Background: an optimization exercise with open tools, aiming at small area, a short achievable clock period and few clock cycles. Do not read the settings as production practice. At most, simulation tests tie the RTL to the original design; equivalence was not proved. Power figures rest on the tool's default switching activity, not on a simulated workload.

## m3pcs_can_core
module m3pcs_can_core (
    input  wire        clk,
    input  wire        rst,
    input  wire        rx_valid,
    input  wire [10:0] rx_id,
    input  wire [3:0]  rx_len,
    input  wire [63:0] rx_data,
    output wire        rx_ready,
    input  wire        cmd_valid,
    input  wire [1:0]  cmd_op,        
    output wire        cmd_ready,
    input  wire        cad_en,
    input  wire [3:0]  in_opcode,
    input  wire [15:0] in_vtgt_raw,
    input  wire [15:0] in_pwr_w,
    input  wire        in_chg_active,
    output wire        tx_valid,
    output reg  [10:0] tx_id,
    output reg  [3:0]  tx_len,
    output reg  [63:0] tx_data,
    input  wire        tx_ready,
    output wire [7:0]  vm_mode,
    output wire [15:0] vm_vbus,
    output wire [15:0] vm_vset,
    output wire [15:0] vm_pmax,
    output wire [3:0]  vm_ilim_code,
    output wire [4:0]  vm_ilim_a,
    output wire        vm_en,
    output wire [13:0] acv_raw,
    output wire [9:0]  aci_raw,
    output wire [11:0] dcdc_i_raw,
    output wire [11:0] hvv_raw,
    output wire [9:0]  lvv_raw,
    output wire [63:0] alertm_raw,
    output wire [63:0] alertl_raw
);
Size in the first run: ~1100 cells after synthesis, roughly 590 flip-flops, about 460 I/O pins, ~0.019 mm2 of cells after synthesis.
Settings: LEC_CHECK=0, CAP_MARGIN=20, CORE_MARGIN=2, CORE_UTILIZATION=60, CTS_CLUSTER_DIAMETER=100, CTS_CLUSTER_SIZE=24, PLACE_DENSITY=0.75, SLEW_MARGIN=20, SYNTH_HIERARCHICAL=1, SYNTH_MINIMUM_KEEP_SIZE=0, TNS_END_PERCENT=25; clock period 10.0 ns.
standard.sh (not shown) runs the stock make flow with config.mk's settings and CLKGATE_MAP_FILE= SYNTH_SCRIPT=/design/flow/synth_recipe.tcl, a recipe that flattens the netlist after the stock synthesis.
==> flow/flow/run.sh <==
#!/bin/bash
set -e
bash standard.sh finish \
  SETUP_SLACK_MARGIN=6.8 \
  "BUFFER_PORTS_ARGS=-buffer_cell sky130_fd_sc_hd__buf_1" > standard.log 2>&1
The baseline went through all stages and came out clean.
Testbench counts at the start, summed over its fixed seeds: cycles 5,661.
Then changed:
Settings changed: CORE_UTILIZATION 60 to 40, PLACE_DENSITY 0.75 to 0.6, TNS_END_PERCENT 25 to not set.
The new run completed with no timing, DRC or antenna violations.
Via count goes up by 1.2%.
Sequential power barely changes.
Design area goes up by 3.7%.
Synthesized area is unchanged.
First-iteration DRC count goes down by 21%.
Routed wire length goes up by 12%.
Total power goes up by 1.4%.
Then changed:
Settings changed: CORE_UTILIZATION 40 to 60, PLACE_DENSITY 0.6 to 0.75, TNS_END_PERCENT set to 5.
What happened: The changed run completed with no timing, DRC or antenna violations; register-to-register slack stays flat; cell area went down by 4.0%; die area came out lower by 33%; critical path depth stays the same; non-clock buffer count went down by 31; worst setup slack got worse by 0.025 ns; cell count falls by 11%; wire length came out lower by 13%; power fell by 1.7%; fmax drops by 0.75%.
Then changed:
--- a/flow/flow/run.sh
+++ b/flow/flow/run.sh
@@ -4 +4 @@
-  SETUP_SLACK_MARGIN=6.8 \
+  SETUP_SLACK_MARGIN=6.9 \
Settings changed: TNS_END_PERCENT 5 to 1.
Outcome: The changed run completed with no timing, DRC or antenna violations. Synthesized area is unchanged. Hold slack improves by 0.0071 ns. Utilization climbs by 0.21 points. Cell count goes up by 0.31%. Power came out higher by 0.39%. Final area is about the same.
Then changed:
--- a/flow/flow/run.sh
+++ b/flow/flow/run.sh
@@ -4 +4 @@
-  SETUP_SLACK_MARGIN=6.9 \
+  SETUP_SLACK_MARGIN=6.8 \
Settings changed: TNS_END_PERCENT 1 to not set.
Hold slack barely changes. Count of clock-buffer cells in the layout is higher by 1. Synthesized area is unchanged. Clock power is about the same. Register-to-register slack is better by 0.05 ns. Sequential share of layout area is lower by 1.1 points. Clock skew is lower by 0.0098 ns. Non-clock buffer count is higher by 6.
Then changed:
--- a/flow/flow/run.sh
+++ b/flow/flow/run.sh
@@ -4 +4 @@
-  SETUP_SLACK_MARGIN=6.8 \
+  SETUP_SLACK_MARGIN=6.7 \
Settings changed: CORE_UTILIZATION 60 to 40, PLACE_DENSITY 0.75 to 0.6.
Register-to-register slack barely changes. Via count barely changes. Cell area stays flat. Worst hold slack hardly moves. Combinational power is lower by a few percent. Non-clock buffer count is lower by 6. First-iteration DRC count is lower by about a fifth. Global-route usage is lower by 7.4 points.

========
m3pcs_can_core, a different RTL version from the one above (not shown whole).
For scale: ~1,000 cells after synthesis, roughly 570 flip-flops, about 19,000 sq um of cells after synthesis.
Settings: LEC_CHECK=0, CAP_MARGIN=20, CORE_MARGIN=2, CORE_UTILIZATION=40, PLACE_DENSITY=0.6, SLEW_MARGIN=20; clock period 10.0 ns.
==> flow/flow/run.sh <==
#!/bin/bash
# Standard layout with a deeper setup repair target.
set -e
export SETUP_SLACK_MARGIN=6.5
bash standard.sh > standard.log 2>&1
Testbench counts at the start, summed over its fixed seeds: cycles 5,661.
Next try:
==> flow/run.sh (new file) <==
#!/bin/bash
# synth_recipe.tcl (not shown) runs the flow's synth.tcl, then flattens the netlist and writes it again
# the make line also repeats each setting of config.mk as NAME=value (left out here)
make -C /OpenROAD-flow-scripts/flow DESIGN_CONFIG=/design/flow/config.mk WORK_HOME=/design/flow/orfs CLKGATE_MAP_FILE= SYNTH_SCRIPT=/design/flow/synth_recipe.tcl finish
removed: flow/flow/run.sh
removed: flow/standard.sh
Effect: Wire length shrinks by a few percent; core utilization shrinks by 2.1 points; design area shrinks by a few percent; setup slack is worse by 1.5 ns; via count shrinks slightly.

========
Another version of the RTL of m3pcs_can_core (not shown whole).
## m3pcs_can_core
module m3pcs_can_core (
    input  wire        clk,
    input  wire        rst,
    input  wire        rx_valid,
    input  wire [10:0] rx_id,
    input  wire [3:0]  rx_len,
    input  wire [63:0] rx_data,
    output wire        rx_ready,
    input  wire        cmd_valid,
    input  wire [1:0]  cmd_op,        
    output wire        cmd_ready,
    input  wire        cad_en,
    input  wire [3:0]  in_opcode,
    input  wire [15:0] in_vtgt_raw,
    input  wire [15:0] in_pwr_w,
    input  wire        in_chg_active,
    output wire        tx_valid,
    output reg  [10:0] tx_id,
    output reg  [3:0]  tx_len,
    output reg  [63:0] tx_data,
    input  wire        tx_ready,
    output wire [7:0]  vm_mode,
    output wire [15:0] vm_vbus,
    output wire [15:0] vm_vset,
    output wire [15:0] vm_pmax,
    output wire [3:0]  vm_ilim_code,
    output wire [4:0]  vm_ilim_a,
    output wire        vm_en,
    output wire [13:0] acv_raw,
    output wire [9:0]  aci_raw,
    output wire [11:0] dcdc_i_raw,
    output wire [11:0] hvv_raw,
    output wire [9:0]  lvv_raw,
    output wire [63:0] alertm_raw,
    output wire [63:0] alertl_raw
);
    localparam OP_DRAIN  = 2'd0;
    localparam OP_TICK1  = 2'd1;
    localparam OP_TICK50 = 2'd2;
    reg        tx_vld;           
    reg        idle;             
    reg [3:0]  row;              
    reg [3:0]  tk_one, tk_ten;   
    reg [1:0]  alt;
    reg [3:0]  ctr;
    assign tx_valid  = tx_vld;
  ...
clock: 10.0 ns
lec_check: 0
cap_margin: 20
core_margin: 2
core_utilization: 40
place_density: 0.6
slew_margin: 20
==> flow/flow/run.sh <==
#!/bin/bash
# The standard layout (standard.sh), with two changes to how it is made:
# the port buffers are buf_1 cells instead of the delay cell that buffer_ports
# picks by default, and setup repair aims for 7 ns of slack at the design's
# 10 ns period. The tools' output goes to standard.log.
set -e
bash standard.sh finish \
  SETUP_SLACK_MARGIN=7 \
  "BUFFER_PORTS_ARGS=-buffer_cell sky130_fd_sc_hd__buf_1" > standard.log 2>&1
The baseline completed with no timing, DRC or antenna violations.
Testbench counts at the start, summed over its fixed seeds: cycles 5,661.
Edit:
--- a/flow/flow/run.sh
+++ b/flow/flow/run.sh
@@ -3 +3 @@
-# the port buffers are buf_1 cells instead of the delay cell that buffer_ports
+# the port buffers are buf_2 cells instead of the delay cell that buffer_ports
@@ -9 +9 @@
-  "BUFFER_PORTS_ARGS=-buffer_cell sky130_fd_sc_hd__buf_1" > standard.log 2>&1
+  "BUFFER_PORTS_ARGS=-buffer_cell sky130_fd_sc_hd__buf_2" > standard.log 2>&1
ABC_CLOCK_PERIOD_IN_PS = 2000   (was not set)
CTS_CLUSTER_DIAMETER = 100   (was not set)
CTS_CLUSTER_SIZE = 30   (was not set)
The changed run produced a clean layout.
Cell area fell by 4.3%.
Count of clock-buffer cells in the layout fell by 27.
Wire length fell by 0.35%.
Global-route usage fell by 0.45 points.
Setup slack gains 3.4 ps.
Power fell by about 16%.
Area after synthesis does not change.
Cell count fell by 3.7%.
Worst hold slack gains 11 ps.
Clock power fell by 43%.
Edit:
CTS_CLUSTER_DIAMETER = not set   (was 100)
CTS_CLUSTER_SIZE = not set   (was 30)
Result: Setup slack gains 9.6 ps. Power came out higher by 20%. Maximum frequency stays flat. Register-to-register slack gains 150 ps. Sequential share of layout area came out lower by 1.8 points. Clock power came out higher by 77%.
Edit:
==> flow/flow/run.sh (replaced) <==
#!/bin/bash
# The standard layout (standard.sh), with two changes to how it is made:
# the port buffers are buf_1 cells instead of the delay cell that buffer_ports
# picks by default, and setup repair aims for 7 ns of slack at the design's
# 10 ns period. The tools' output goes to standard.log.
set -e
bash standard.sh finish \
  SETUP_SLACK_MARGIN=6.6 \
  "BUFFER_PORTS_ARGS=-buffer_cell sky130_fd_sc_hd__buf_1" > standard.log 2>&1
ABC_CLOCK_PERIOD_IN_PS = not set   (was 2000)
CTS_CLUSTER_DIAMETER = 100   (was not set)
CTS_CLUSTER_SIZE = 24   (was not set)
Hold slack is better by 3.9 ps.
Clock power drops by well over a third.
Sequential cell count is unchanged.
First-iteration DRC count drops by about a fifth.

========
m3pcs_can_core again, from the RTL that the note above started with.
export LEC_CHECK = 0
export CAP_MARGIN = 20
export CORE_MARGIN = 2
export CORE_UTILIZATION = 40
export CTS_CLUSTER_DIAMETER = 100
export CTS_CLUSTER_SIZE = 24
export PLACE_DENSITY = 0.6
export SLEW_MARGIN = 20
create_clock -name core_clock -period 10.0 [get_ports {clk}]
==> flow/flow/run.sh <==
#!/bin/bash
# The standard layout (standard.sh), with two changes to how it is made:
# the port buffers are buf_2 cells instead of the delay cell that buffer_ports
# picks by default, and setup repair aims for 7 ns of slack at the design's
# 10 ns period. The tools' output goes to standard.log.
set -e
bash standard.sh finish \
  SETUP_SLACK_MARGIN=6.6 \
  "BUFFER_PORTS_ARGS=-buffer_cell sky130_fd_sc_hd__buf_2" > standard.log 2>&1
Testbench counts at the start, summed over its fixed seeds: cycles 5,661.
Rerun with:
--- a/flow/flow/run.sh
+++ b/flow/flow/run.sh
@@ -6,4 +6,4 @@
 set -e
 bash standard.sh finish \
-  SETUP_SLACK_MARGIN=6.6 \
+  SETUP_SLACK_MARGIN=7 \
   "BUFFER_PORTS_ARGS=-buffer_cell sky130_fd_sc_hd__buf_2" > standard.log 2>&1
Settings changed: CTS_CLUSTER_DIAMETER 100 to not set, CTS_CLUSTER_SIZE 24 to not set.
Outcome: Cell area came out higher by 11%; sequential power barely changes; wire length is higher by 11%; flip-flop and latch count stays the same; combinational power came out higher by 25%; cell count goes up by 6.0%.

========
m3pcs_can_core, a different RTL version from the one above (not shown whole).
Size: about 590 flip-flops, about 460 I/O pins.
export LEC_CHECK = 0
export CAP_MARGIN = 20
export CORE_MARGIN = 2
export CORE_UTILIZATION = 40
export CTS_CLUSTER_DIAMETER = 100
export CTS_CLUSTER_SIZE = 24
export PLACE_DENSITY = 0.6
export SLEW_MARGIN = 20
export SYNTH_HIERARCHICAL = 1
export SYNTH_MINIMUM_KEEP_SIZE = 0
create_clock -name core_clock -period 10.0 [get_ports {clk}]
==> flow/flow/run.sh <==
#!/bin/bash
set -e
bash standard.sh finish \
  SETUP_SLACK_MARGIN=7.0 \
  "BUFFER_PORTS_ARGS=-buffer_cell sky130_fd_sc_hd__buf_1" > standard.log 2>&1
The baseline went through all stages and came out clean.
Testbench counts at the start, summed over its fixed seeds: cycles 5,661.
Next try:
==> flow/flow/run.sh (replaced) <==
#!/bin/bash
set -e
bash standard.sh finish \
  SETUP_SLACK_MARGIN=6.8 \
  "BUFFER_PORTS_ARGS=-buffer_cell sky130_fd_sc_hd__buf_1" > standard.log 2>&1
After rerunning: The changed run produced a clean layout. Design area falls by about 6%. Power falls by 1.6%. Setup slack improved by 0.0031 ns. Wire length falls by 6.3%.

========
== north ==
m3pcs_can_core with an RTL version that a note above also has.
For scale: roughly 590 flip-flops.
==> flow/config.mk <==
export PLATFORM = sky130hd
export DESIGN_NAME = m3pcs_can_core
export DESIGN_NICKNAME = m3pcs_can_core
export VERILOG_FILES = /design/flow/design.v
export SDC_FILE = /design/flow/constraint.sdc
export NUM_CORES = 4
export LEC_CHECK = 0
export CAP_MARGIN = 20
export CORE_MARGIN = 2
export CORE_UTILIZATION = 60
export CTS_CLUSTER_DIAMETER = 100
export CTS_CLUSTER_SIZE = 24
export PLACE_DENSITY = 0.75
export SLEW_MARGIN = 20
export SYNTH_HIERARCHICAL = 1
export SYNTH_MINIMUM_KEEP_SIZE = 0
==> flow/constraint.sdc <==
create_clock -name core_clock -period 10.0 [get_ports {clk}]
set_input_delay 2.0000 -clock core_clock [delete_from_list [all_inputs] [get_ports {clk}]]
set_output_delay 2.0000 -clock core_clock [all_outputs]
set_load 0.01 [all_outputs]
==> flow/flow/run.sh <==
#!/bin/bash
set -e
bash standard.sh finish \
  SETUP_SLACK_MARGIN=6.9 \
  "BUFFER_PORTS_ARGS=-buffer_cell sky130_fd_sc_hd__buf_1" > standard.log 2>&1
north reached the final stage; the timing, design-rule and antenna checks on its layout passed.
Testbench counts of north, summed over its fixed seeds: cycles 5,661.
Input-level comparison between south and north:
Settings: swapping 60 for 75 in CORE_UTILIZATION; swapping 0.75 for 0.85 in PLACE_DENSITY.
diff --git a/flow/flow/run.sh b/flow/flow/run.sh
--- a/flow/flow/run.sh
+++ b/flow/flow/run.sh
@@ -4 +4 @@
-  SETUP_SLACK_MARGIN=6.9 \
+  SETUP_SLACK_MARGIN=6.8 \
Notes after the runs:
What ended south was a tool error in global routing (5_1_grt); the run never finished.
From south to north, gate count after technology mapping did not move at all.
Any difference in number of unique standard cell types used by synthesis between north and south is small enough to ignore.
north → south: overall die height down 10%, cts-stage hold buffer count flat, post-CTS setup repair buffer count down 3, post-detailed-placement cell area down 0.65%.
In terms of count of flip-flops with a built-in enable after synthesis, north and south differ only marginally.

========
## old
m3pcs_can_core, a different RTL version from the one above (not shown whole).
For scale: ~460 I/O pins, roughly 20000 um^2 of cells after synthesis.
==> flow/design.v (excerpt) <==
module m3pcs_can_core (
    input  wire        clk,
    input  wire        rst,
    input  wire        rx_valid,
    input  wire [10:0] rx_id,
    input  wire [3:0]  rx_len,
    input  wire [63:0] rx_data,
    output wire        rx_ready,
    input  wire        cmd_valid,
    input  wire [1:0]  cmd_op,        
    output wire        cmd_ready,
    input  wire        cad_en,
    input  wire [3:0]  in_opcode,
    input  wire [15:0] in_vtgt_raw,
    input  wire [15:0] in_pwr_w,
    input  wire        in_chg_active,
    output wire        tx_valid,
    output reg  [10:0] tx_id,
    output reg  [3:0]  tx_len,
    output reg  [63:0] tx_data,
    input  wire        tx_ready,
    output wire [7:0]  vm_mode,
    output wire [15:0] vm_vbus,
    output wire [15:0] vm_vset,
    output wire [15:0] vm_pmax,
    output wire [3:0]  vm_ilim_code,
    output wire [4:0]  vm_ilim_a,
    output wire        vm_en,
    output wire [13:0] acv_raw,
    output wire [9:0]  aci_raw,
    output wire [11:0] dcdc_i_raw,
    output wire [11:0] hvv_raw,
    output wire [9:0]  lvv_raw,
    output wire [63:0] alertm_raw,
    output wire [63:0] alertl_raw
);
==> flow/config.mk <==
export PLATFORM = sky130hd
export DESIGN_NAME = m3pcs_can_core
export DESIGN_NICKNAME = m3pcs_can_core
export VERILOG_FILES = /design/flow/design.v
export SDC_FILE = /design/flow/constraint.sdc
export NUM_CORES = 4
export LEC_CHECK = 0
export ABC_CLOCK_PERIOD_IN_PS = 400
export CAP_MARGIN = 20
export CORE_MARGIN = 2
export CORE_UTILIZATION = 40
export PLACE_DENSITY = 0.6
export SLEW_MARGIN = 20
==> flow/constraint.sdc <==
create_clock -name core_clock -period 10.0 [get_ports {clk}]
set_input_delay 2.0000 -clock core_clock [delete_from_list [all_inputs] [get_ports {clk}]]
set_output_delay 2.0000 -clock core_clock [all_outputs]
set_load 0.01 [all_outputs]
==> flow/flow/run.sh <==
#!/bin/bash
# The standard layout (standard.sh), with two changes to how it is made:
# the port buffers are buf_2 cells instead of the delay cell that buffer_ports
# picks by default, and setup repair aims for 7 ns of slack at the design's
# 10 ns period. The tools' output goes to standard.log.
set -e
bash standard.sh finish \
  SETUP_SLACK_MARGIN=7 \
  "BUFFER_PORTS_ARGS=-buffer_cell sky130_fd_sc_hd__buf_2" > standard.log 2>&1
old has completed all stages; timing, DRC and antenna checks passed.
What new does differently from old at the input level:
- clearing ABC_CLOCK_PERIOD_IN_PS, which used to be 400
--- outcome ---
Final non-filler cell total came out exactly the same in old and new. On final instance area, old tracks new almost exactly. old and new ended up with nearly the same combinational share of power.
No run of this note included a check of the RTL's function; only the layout flow was run.

re-timing with driven ports:
The results above use ideal ports. As a check the final layouts listed here were re-extracted and re-timed, cells and wires unchanged.
Step 1: set_driving_cell puts a clkbuf_16 on clk and a buf_2 on each other input, an assumption about the parent block.
Step 2 also shifts input and output timing later by t, the mid clock arrival at the registers, as if the neighbouring blocks saw the same clock.
Three values: ideal, step 1, step 2; two values: the first two.
| run | t (ns) | setup WS [ns] | worst hold slack (ns) | worst setup path after step 2 | cell pins on the clock port's net |
|---|---|---|---|---|---|
| the first run of note 1 | 0.603 | 6.745 / 6.699 / 6.194 | 0.405 / 0.405 / 0.405 | input to register | 1 |
| the second run of note 1 | 0.637 | 6.759 / 6.702 / 6.161 | 0.422 / 0.422 / 0.422 | input to register | 1 |
| the third run of note 1 | 0.607 | 6.735 / 6.690 / 6.172 | 0.413 / 0.413 / 0.413 | input to register | 1 |
| the fourth run of note 1 | 0.607 | 6.781 / 6.786 / 6.185 | 0.420 / 0.420 / 0.420 | input to register | 1 |
| the fifth run of note 1 | 0.615 | 6.765 / 6.754 / 6.171 | 0.418 / 0.418 / 0.418 | input to register | 1 |
| the sixth run of note 1 | 0.634 | 6.718 / 6.726 / 6.116 | 0.420 / 0.420 / 0.420 | input to register | 1 |
| the first run of note 2 | 0.641 | 6.466 / 6.411 / 5.955 | 0.411 / 0.411 / 0.411 | input to register | 1 |
| the second run of note 2 | 0.640 | 4.949 / 4.969 / 4.329 | 0.411 / 0.411 / 0.411 | input to register | 1 |
| the first run of note 3 | 0.649 | 6.533 / 6.557 / 5.908 | 0.413 / 0.413 / 0.413 | input to register | 1 |
| the second run of note 3 | 0.627 | 6.536 / 6.544 / 5.917 | 0.424 / 0.424 / 0.424 | input to register | 1 |
| the third run of note 3 | 0.647 | 6.546 / 6.563 / 5.916 | 0.404 / 0.404 / 0.404 | input to register | 1 |
| the fourth run of note 3 | 0.644 | 6.563 / 6.591 / 5.947 | 0.408 / 0.408 / 0.408 | input to register | 1 |
| the first run of note 4 | 0.627 | 6.446 / 6.465 / 5.838 | 0.416 / 0.416 / 0.416 | input to register | 1 |
| the second run of note 4 | 0.647 | 6.546 / 6.563 / 5.916 | 0.404 / 0.404 / 0.404 | input to register | 1 |
| the first run of note 5 | 0.645 | 6.783 / 6.727 / 6.197 | 0.420 / 0.420 / 0.420 | input to register | 1 |
| the second run of note 5 | 0.636 | 6.786 / 6.734 / 6.185 | 0.416 / 0.416 / 0.416 | input to register | 1 |
| north | 0.617 | 6.799 / 6.806 / 6.194 | 0.416 / 0.416 / 0.416 | input to register | 1 |
| old | 0.647 | 6.519 / 6.540 / 5.894 | 0.409 / 0.409 / 0.409 | input to register | 1 |
| new | 0.647 | 6.519 / 6.540 / 5.894 | 0.409 / 0.409 / 0.409 | input to register | 1 |
After both steps setup and hold are still met in every run listed.
